This design comes from an exercise in tuning for small area on the open sky130 flow, not from production work.
Only simulation tests tie the RTL to the original design; equivalence was not proved.
Power is estimated from default activity; no workload was simulated.

==> flow/design.v (excerpt) <==
module xge (
    input  wire         clk,
    input  wire         rst,             
    input  wire         cmd_valid,
    output wire         cmd_ready,
    input  wire [95:0]  cmd,
    input  wire         tp_connected,    
    input  wire         rx_avail,        
    output wire         resp_valid,
    output reg  [31:0]  resp,
    output wire         tx_valid,
    input  wire         tx_ready,
    output wire [159:0] tx_data,         
    input  wire [31:0]  tx_status,       
    output wire         rx_req,
    input  wire         rx_ack,
    input  wire [3:0]   rx_len,          
    input  wire [63:0]  rx_data,         
    output reg          fb_valid,
    output wire [7:0]   fb_tag
);
    localparam [7:0] OP_SETBTN    = 8'h01, OP_SETDPAD  = 8'h02, OP_SETDPAD4 = 8'h03,
                     OP_SETTRIG   = 8'h04, OP_SETJOY   = 8'h05, OP_SETJOYD  = 8'h06,
                     OP_SETJOYX   = 8'h07, OP_SETJOYY  = 8'h08, OP_SETJOYDIG= 8'h09,
                     OP_RELALL    = 8'h0A, OP_RESET    = 8'h0B, OP_SETRANGE = 8'h0C,
  ...
export LEC_CHECK = 0
export CAP_MARGIN = 20
export CORE_MARGIN = 2
export CORE_UTILIZATION = 40
export CTS_CLUSTER_DIAMETER = 100
export CTS_CLUSTER_SIZE = 30
export SLEW_MARGIN = 20
create_clock -name core_clock -period 11.0 [get_ports {clk}]
standard.sh (not shown) runs the stock make flow with config.mk's settings and CLKGATE_MAP_FILE= SYNTH_SCRIPT=/design/flow/synth_recipe.tcl, a recipe that flattens the netlist after the stock synthesis.
==> flow/flow/run.sh <==
#!/bin/bash
# Standard layout with two changes:
#  - synthesis maps the logic with an area-oriented ABC script (flow/area.abc);
#    everything else is the standard flow's own synthesis script, so the registers are the same;
#  - the port buffers are plain buf_1 cells.
set -euo pipefail
W=$(pwd)
{
  head -n 1 synth_recipe.tcl
  echo "proc abc {args} {"
  echo "  set i [lsearch -exact \$args -script]"
  echo "  if {\$i >= 0} { lset args [expr {\$i + 1}] {$W/flow/area.abc} }"
  echo "  yosys abc {*}\$args"
  echo "}"
  tail -n +2 synth_recipe.tcl
} > my_synth.tcl
bash standard.sh "SYNTH_SCRIPT=$W/my_synth.tcl" 'BUFFER_PORTS_ARGS=-buffer_cell sky130_fd_sc_hd__buf_1' finish > make_finish.log 2>&1
==> flow/flow/area.abc <==
strash
dc2
dch -f
amap
Change:
==> flow/flow/run.sh (replaced) <==
#!/bin/bash
# Standard layout, with plain buf_1 cells as the port buffers.
set -euo pipefail
bash standard.sh 'BUFFER_PORTS_ARGS=-buffer_cell sky130_fd_sc_hd__buf_1' finish > make_finish.log 2>&1
removed: flow/flow/area.abc
What happened: Cell count climbs by 2.5%; global-route usage climbs by 0.60 points; area after synthesis climbs by 7.1%; register-to-register slack improves by 0.70 ns.
Change:
CTS_BUF_LIST = sky130_fd_sc_hd__clkbuf_8   (was default)
CTS_CLUSTER_DIAMETER = 80   (was 100)
CTS_CLUSTER_SIZE = 20   (was 30)
Result:
- The changed run produced a clean layout
- fmax hardly moves
- wire length rises slightly
- cell area hardly moves
- clock-buffer cell count grows by 4
- worst hold slack is about the same
- clock power goes down by a few percent
- die area stays the same
- via count barely changes
- global-route usage rises by 0.23 points
- synthesized area is unchanged

---

Another version of the RTL of xge (not shown whole).
Size: roughly 1,400 cells after synthesis, ~490 flip-flops, roughly 410 I/O pins, ~0.016 sq mm of cells after synthesis.
Settings: LEC_CHECK=0, CAP_MARGIN=0, CORE_MARGIN=2, CORE_UTILIZATION=40, CTS_CLUSTER_DIAMETER=100, CTS_CLUSTER_SIZE=27, SLEW_MARGIN=0; clock period 11.0 ns.
==> flow/flow/run.sh <==
#!/bin/bash
# Standard layout with three changes:
#  - synthesis maps all logic, adders included, with an area-oriented ABC script
#    (flow/area.abc) instead of mapping adders to adder cells first;
#    everything else is the standard flow's own synthesis script, so the registers are the same;
#  - the port buffers are plain buf_1 cells;
#  - constant outputs share one tie cell per value.
set -euo pipefail
W=$(pwd)
{
  head -n 1 synth_recipe.tcl
  echo 'set ::env(ADDER_MAP_FILE) ""'
  echo "proc abc {args} {"
  echo "  set i [lsearch -exact \$args -script]"
  echo "  if {\$i >= 0} { lset args [expr {\$i + 1}] {$W/flow/area.abc} }"
  echo "  yosys abc {*}\$args"
  echo "}"
  tail -n +2 synth_recipe.tcl
} > my_synth.tcl
bash standard.sh "SYNTH_SCRIPT=$W/my_synth.tcl" 'BUFFER_PORTS_ARGS=-buffer_cell sky130_fd_sc_hd__buf_1' SKIP_REPAIR_TIE_FANOUT=1 finish > make_finish.log 2>&1
==> flow/flow/area.abc <==
strash
dc2
dch -f
amap
==> next run, changes <==
--- a/flow/flow/run.sh
+++ b/flow/flow/run.sh
@@ -2 +2 @@
-# Standard layout with three changes:
+# Standard layout with two changes:
- CAP_MARGIN: 0 -> 20
- CORE_UTILIZATION: 40 -> 65
- CTS_CLUSTER_SIZE: 27 -> 30
- SLEW_MARGIN: 0 -> 20
- clock-buffer cell count drops by 1
- cell area drops slightly
- core utilization climbs by 28 points
- non-clock buffer count climbs by 2
- wire length climbs by a little under a tenth
- sequential cell count stays the same
- die area drops by well over a third
==> next run, changes <==
- CORE_UTILIZATION: 65 -> 40
Total power came out lower by 0.61%. Register-to-register slack degrades by 0.18 ns. Setup slack degrades by 0.10 ns. Sequential power is about the same. Design area came out higher by 1.4%. Sequential cell count does not change.
==> next run, changes <==
--- a/flow/flow/run.sh
+++ b/flow/flow/run.sh
@@ -2 +2 @@
-# Standard layout with two changes:
+# Standard layout with three changes:
==> flow/flow/area.abc (replaced) <==
strash
fraig
dc2
dch -f
amap
- CTS_CLUSTER_SIZE: 30 -> 24
After rerunning: The changed run finished clean. Wire length goes up by 5.5%. First-iteration DRC count went down by 6.1%. Register-to-register slack gets worse by 0.63 ns. Via count is about the same. Global-route usage came out higher by 0.86 points. Synthesized area is about the same. Fmax decreases by 5.8%. Count of clock-buffer cells in the layout went up by 4. Sequential share of layout area fell by 0.66 points. Final area is higher by 1.1%.

==> static timing again, ports no longer ideal <==
How much do the figures lean on ideal ports? The routed layouts below were timed once more, with nothing changed but the port constraints.
Step 1: set_driving_cell puts a clkbuf_16 on clk and a buf_2 on each other input, an assumption about the parent block.
Step 2 adds t to the input delays and takes it off the output delays; t is the mean of the earliest and latest rising clock arrival at the registers after step 1. Input paths then give back, and output paths get back, about the clock's delay inside the block.
Slacks: ideal ports / drivers / drivers and shift; pairs: ideal ports / drivers.
run | t (ns) | setup WS [ns] | worst setup path after step 2
the first run of note 1 | 0.609 | 4.445 / 4.479 / 3.870 | input to register
the second run of note 1 | 0.621 | 4.827 / 4.856 / 4.234 | input to register
the third run of note 1 | 0.635 | 4.812 / 4.840 / 4.205 | input to register
the first run of note 2 | 0.601 | 4.492 / 4.522 / 3.921 | input to register
the second run of note 2 | 0.586 | 4.572 / 4.578 / 3.992 | input to register
the third run of note 2 | 0.609 | 4.470 / 4.500 / 3.891 | input to register
the fourth run of note 2 | 0.621 | 4.068 / 4.100 / 3.480 | input to register
After both steps setup and hold are still met in every run listed. The setup slack of the third run of note 1, which loses most, moves by +0.028 ns with the drivers and by -0.607 ns with both steps.
